Background: an optimization exercise with open tools, aiming at small area, a short achievable clock period and few clock cycles per item. Do not read the settings as production practice. Function was checked by simulation only, so behaviour that the tests miss may differ from the original. Power figures rest on the tool's default switching activity, not on a simulated workload.

==> inputs of v30 <==
==> flow/design.v <==
module block_relay (
    input             clk,
    input             rst,
    input             rx_valid,
    input      [7:0]  rx_data,
    output reg        rx_ready,
    output reg        tx_valid,
    output reg [7:0]  tx_data,
    input             tx_ready,
    input             dev_ev_valid,
    input             dev_ev_mount,    
    input      [31:0] dev_ev_bs,       
    output reg        blk_req_valid,
    output reg [31:0] blk_req_lba,
    input             blk_wr_en,
    input      [8:0]  blk_wr_addr,
    input      [7:0]  blk_wr_data,
    input             blk_done,
    output reg        fault_wr_idle,
    output reg        fault_done_idle
);
    localparam [31:0] PART_OFFSET = 32'd63;
    localparam [31:0] BLOCK_SIZE  = 32'd512;
    localparam [1:0] P_HEAD  = 2'd0,
                     P_MAGIC = 2'd1,
                     P_REQ   = 2'd2;
    function [15:0] crc16_update;
        input [15:0] c;
        input [7:0]  b;
        integer k;
        reg [15:0] r;
        begin
            r = c ^ {b, 8'h00};
            for (k = 0; k < 8; k = k + 1)
                r = r[15] ? ((r << 1) ^ 16'h1021) : (r << 1);
            crc16_update = r;
        end
    endfunction
    reg dev_state;
    always @(posedge clk) begin
        if (rst)
            dev_state <= 1'b0;
        else if (dev_ev_valid) begin
            if (!dev_ev_mount)
                dev_state <= 1'b0;
            else if (dev_ev_bs == BLOCK_SIZE)
                dev_state <= 1'b1;
        end
    end
    reg        rxv_q;            
    reg  [7:0] rxb_q;            
    reg        rxdev_q;          
    reg  [1:0] pstate;
    reg  [1:0] pcnt;
    reg [31:0] lba_sh;           
    reg        cmd_valid;        
    reg        cmd_ack;          
    wire       is_52  = rxb_q == 8'h52;
    wire       is_2a  = rxb_q == 8'h2A;
    wire       is_5e  = rxb_q == 8'h5E;
    wire       p_ack  = rxv_q && pstate == P_MAGIC && is_5e;
    wire       p_req  = rxv_q && pstate == P_REQ && pcnt == 2'd3 && rxdev_q;
    wire       cmd_take;         
    wire       cmd_valid_nx = (cmd_valid && !cmd_take) || p_ack || p_req;
    always @(posedge clk) begin
        rxb_q <= rx_data;
        if (rst) begin
            rxv_q     <= 1'b0;
            rxdev_q   <= 1'b0;
            rx_ready  <= 1'b1;
            pstate    <= P_HEAD;
            pcnt      <= 2'd0;
            cmd_valid <= 1'b0;
            cmd_ack   <= 1'b0;
        end else begin
            rxv_q    <= rx_valid && rx_ready;
            rxdev_q  <= dev_state;
            rx_ready  <= !cmd_valid_nx;
            cmd_valid <= cmd_valid_nx;
            if (p_ack || p_req)
                cmd_ack <= p_ack;
            if (rxv_q) begin
                case (pstate)
                    P_REQ: begin
                        pcnt <= pcnt + 2'd1;
                        if (pcnt == 2'd3)
                            pstate <= P_HEAD;
                    end
                    default: begin
                        pcnt <= 2'd0;
                        if (pstate == P_MAGIC && is_5e)
                            pstate <= P_HEAD;
                        else if (is_52)
                            pstate <= P_REQ;
                        else if (is_2a)
                            pstate <= P_MAGIC;
                        else
                            pstate <= P_HEAD;
                    end
                endcase
            end
        end
    end
    always @(posedge clk)
        if (rxv_q && pstate == P_REQ)
            lba_sh <= {lba_sh[23:0], rxb_q};
    reg        busy;             
    reg        pend;             
    reg        blk_rdy;          
    reg [31:0] wq_hin;           
    reg [15:0] wq_lon;           
    reg  [7:0] wq_data;
    reg        done_q;
    reg        done_qq;
    reg [4095:0] blkbuf;         
    always @(posedge clk) begin
        wq_hin  <= ~(32'd1 << blk_wr_addr[8:4]);
        wq_data <= blk_wr_data;
        if (rst) begin
            wq_lon          <= 16'hFFFF;
            done_q          <= 1'b0;
            done_qq         <= 1'b0;
            fault_wr_idle   <= 1'b0;
            fault_done_idle <= 1'b0;
        end else begin
            wq_lon          <= (blk_wr_en && busy) ? ~(16'd1 << blk_wr_addr[3:0]) : 16'hFFFF;
            done_q          <= blk_done && busy;
            done_qq         <= done_q;
            fault_wr_idle   <= blk_wr_en && !busy;
            fault_done_idle <= blk_done && !busy;
        end
    end
    genvar gi, gj;
    generate
        for (gi = 0; gi < 512; gi = gi + 1) begin : g_buf
            always @(posedge clk)
                if (!wq_hin[gi / 16] && !wq_lon[gi % 16])
                    blkbuf[8*gi +: 8] <= wq_data;
        end
    endgenerate
    reg        s_idle, s_wait, s_data, s_crch, s_crcl, s_ackk, s_acko;
    reg [63:0] rowsel;           
    reg        rows_done;        
    reg  [7:0] colh;             
    reg [63:0] row_reg;
    reg [15:0] crc;
    reg        sk_valid;
    reg  [7:0] sk_data;
    reg  [7:0] tx_cur;           
    reg        adv_r;            
    wire       tx_free  = !tx_valid || tx_ready;
    wire       prod_ok  = !sk_valid;
    wire [63:0] row_rd;
    generate
        for (gj = 0; gj < 64; gj = gj + 1) begin : g_rd
            wire [63:0] col;
            for (gi = 0; gi < 64; gi = gi + 1) begin : g_col
                assign col[gi] = blkbuf[64*gi + gj];
            end
            assign row_rd[gj] = |(col & rowsel);
        end
    endgenerate
    wire        row_first = s_wait && (done_qq || blk_rdy);
    wire        advance   = adv_r;
    wire        row_next  = advance && colh[7];
    wire        row_load  = row_first || row_next;      
    wire        last_byte = advance && colh[7] && rows_done;
    wire        prod      = advance || ((s_crch || s_crcl || s_ackk || s_acko) && prod_ok);
    wire [7:0]  prod_data = s_data ? row_reg[7:0] :
                            s_crch ? crc[15:8] :
                            s_crcl ? crc[7:0] :
                            s_ackk ? 8'h4B : 8'h4F;
    wire        buf_free  = !pend && !(s_data && !rows_done && !(row_next && rowsel[63]));
    wire        s_data_nx   = (s_data && !last_byte) || row_first;
    wire        sk_valid_nx = tx_free ? (sk_valid && prod) : (sk_valid || prod);
    wire        issue_req = cmd_valid && !cmd_ack && buf_free;
    wire        issue_ack = cmd_valid && cmd_ack && !pend && s_idle;
    assign      cmd_take  = issue_req || issue_ack;
    always @(posedge clk) begin
        if (rst) begin
            busy          <= 1'b0;
            pend          <= 1'b0;
            blk_rdy       <= 1'b0;
            blk_req_valid <= 1'b0;
            tx_valid      <= 1'b0;
            sk_valid      <= 1'b0;
            adv_r         <= 1'b0;
            s_idle        <= 1'b1;
            s_wait        <= 1'b0;
            s_data        <= 1'b0;
            s_crch        <= 1'b0;
            s_crcl        <= 1'b0;
            s_ackk        <= 1'b0;
            s_acko        <= 1'b0;
        end else begin
            blk_req_valid <= issue_req;
            if (issue_req) begin
                busy <= 1'b1;
                pend <= 1'b1;
            end else if (blk_done && busy)
                busy <= 1'b0;
            if (done_qq)
                blk_rdy <= 1'b1;
            if (tx_free)
                tx_valid <= sk_valid || prod;
            sk_valid <= sk_valid_nx;
            adv_r    <= s_data_nx && !sk_valid_nx;
            if (s_idle) begin
                if (issue_ack) begin
                    s_idle <= 1'b0;
                    s_ackk <= 1'b1;
                end else if (pend || issue_req) begin
                    s_idle <= 1'b0;
                    s_wait <= 1'b1;
                end
            end
            if (row_first) begin
                pend    <= 1'b0;
                blk_rdy <= 1'b0;
                s_wait  <= 1'b0;
                s_data  <= 1'b1;
            end
            if (last_byte) begin
                s_data <= 1'b0;
                s_crch <= 1'b1;
            end
            if (s_crch && prod_ok) begin
                s_crch <= 1'b0;
                s_crcl <= 1'b1;
            end
            if (s_crcl && prod_ok) begin
                s_crcl <= 1'b0;
                s_idle <= 1'b1;
            end
            if (s_ackk && prod_ok) begin
                s_ackk <= 1'b0;
                s_acko <= 1'b1;
            end
            if (s_acko && prod_ok) begin
                s_acko <= 1'b0;
                s_idle <= 1'b1;
            end
        end
    end
    always @(posedge clk) begin
        blk_req_lba <= lba_sh + PART_OFFSET;
        if (s_idle) begin
            rowsel    <= 64'd1;
            rows_done <= 1'b0;
            colh      <= 8'd1;
            crc       <= 16'h0000;
        end
        if (row_first || advance)
            row_reg <= (s_wait || colh[7]) ? row_rd : {8'h00, row_reg[63:8]};
        if (row_load) begin
            rowsel  <= {rowsel[62:0], 1'b0};
            if (rowsel[63])
                rows_done <= 1'b1;
        end
        if (advance) begin
            colh <= {colh[6:0], colh[7]};
            crc  <= crc16_update(crc, row_reg[7:0]);
        end
        tx_cur  <= tx_free ? (sk_valid ? sk_data : prod_data) : tx_data;
        tx_data <= tx_free ? (sk_valid ? sk_data : prod_data) : tx_cur;
        if (prod && (!tx_free || sk_valid))
            sk_data <= prod_data;
    end
endmodule
==> flow/flow/run.sh <==
#!/bin/bash
# Own layout flow: the standard ORFS flow (standard.sh) with two changes to how
# the layout is made:
#  * the port buffers that buffer_ports inserts are sky130_fd_sc_hd__buf_4 cells
#    instead of the tool's default pick (a slow clkdlybuf4s50 delay cell);
#  * timing repair aims at a setup margin below the design's clock period, so
#    the resizer also works on paths that already meet the 10 ns clock.
# The clock period, constraints, synthesis and everything else are the standard flow's.
set -euo pipefail
export BUFFER_PORTS_ARGS="-buffer_cell sky130_fd_sc_hd__buf_4"
bash standard.sh SETUP_SLACK_MARGIN=7.2 finish > standard_flow.log 2>&1
==> flow/standard.sh <==
#!/bin/bash
# synth_recipe.tcl (not shown) runs the flow's synth.tcl, then flattens the netlist and writes it again
# the make line also repeats each setting of config.mk as NAME=value (left out here)
make -C /OpenROAD-flow-scripts/flow DESIGN_CONFIG=/design/flow/config.mk WORK_HOME=/design/flow/orfs CLKGATE_MAP_FILE= SYNTH_SCRIPT=/design/flow/synth_recipe.tcl "${@:-finish}"
==> flow/config.mk <==
export PLATFORM = sky130hd
export DESIGN_NAME = block_relay
export DESIGN_NICKNAME = block_relay
export VERILOG_FILES = /design/flow/design.v
export SDC_FILE = /design/flow/constraint.sdc
export NUM_CORES = 4
export LEC_CHECK = 0
export CAP_MARGIN = 20
export CELL_PAD_IN_SITES_GLOBAL_PLACEMENT = 1
export CORE_MARGIN = 2
export CORE_UTILIZATION = 40
export CTS_CLUSTER_DIAMETER = 90
export CTS_CLUSTER_SIZE = 26
export PLACE_DENSITY = 0.5
export SLEW_MARGIN = 20
==> flow/constraint.sdc <==
create_clock -name core_clock -period 10.0 [get_ports {clk}]
set_input_delay 2.0000 -clock core_clock [delete_from_list [all_inputs] [get_ports {clk}]]
set_output_delay 2.0000 -clock core_clock [all_outputs]
set_load 0.01 [all_outputs]
==> v11 (differences from v30) <==
--- a/flow/flow/run.sh
+++ b/flow/flow/run.sh
@@ -8,4 +8,4 @@
 # The clock period, constraints, synthesis and everything else are the standard flow's.
 set -euo pipefail
 export BUFFER_PORTS_ARGS="-buffer_cell sky130_fd_sc_hd__buf_4"
-bash standard.sh SETUP_SLACK_MARGIN=7.2 finish > standard_flow.log 2>&1
+bash standard.sh SETUP_SLACK_MARGIN=7.0 finish > standard_flow.log 2>&1
--- a/flow/config.mk
+++ b/flow/config.mk
@@ -11,5 +11,5 @@
 export CORE_UTILIZATION = 40
 export CTS_CLUSTER_DIAMETER = 90
 export CTS_CLUSTER_SIZE = 26
-export PLACE_DENSITY = 0.5
+export PLACE_DENSITY = 0.56
 export SLEW_MARGIN = 20
==> qor summary <==
| metric | v11 | v30 |
|---|---|---|
| DRT Wirelength | 698000 um | 760000 um |
| Sw Share | 20.8% | 21.1% |
| Pwr dens | 174 nW/um^2 | 173 nW/um^2 |
| Bufs w/o clock | 686 | 736 |
| Post-layout net count | 9083 | 9138 |
| First-pass GRT wire length | 905000 um | 963000 um |
| Status | no timing/DRC/antenna violations | no timing/DRC/antenna violations |
| Min cycle time layout | 3.43 ns | 3.47 ns |
| Share of cells above drive strength 1 | 14.4% | 16.3% |
| Slew of the pin with the lowest slew margin | 1.26 ns | 1.27 ns |
| Number of cells on the worst reg-to-reg path | 6 | 7 |
| Worst hold margin | 0.425 ns | 0.425 ns |
| Clock latency of the later-clocked register in the worst-skew pair | 1.00 ns | 1.01 ns |
| GRT met2 Usage | 52.3% | 56.6% |
| Standard cell area after detailed placement | 169000 sq um | 169000 sq um |
Testbench counts of v30, summed over its fixed seeds: cycles 32,680, requests 32.
Testbench counts of v11, summed over its fixed seeds: cycles 32,680, requests 32.

[separate check: timing with driven ports]
Ports are ideal in the flow. The routed layouts listed here were re-timed in OpenROAD. Step 1: set_driving_cell puts a clkbuf_16 on clk and a buf_2 on each other input, an assumption about the parent block. Step 2 times the ports against the registers' clock, not the clock port: input delays grow and output delays shrink by t, the midpoint of the rising clock arrivals with the driver on. Three values: ideal ports, drivers, drivers and shift; two values: the first two.
run	t (ns)	setup WS [ns]	hold WS [ns]	worst slew at a driven data input, ns
v30	1.093	6.533 / 6.423 / 6.429	0.425 / 0.425 / 0.425	0.33
v11	1.070	6.569 / 6.463 / 6.136	0.425 / 0.425 / 0.425	0.36
After both steps setup and hold are still met in every run listed. The setup slack of v11, which loses most, moves by -0.106 ns with the drivers and by -0.433 ns with both steps.
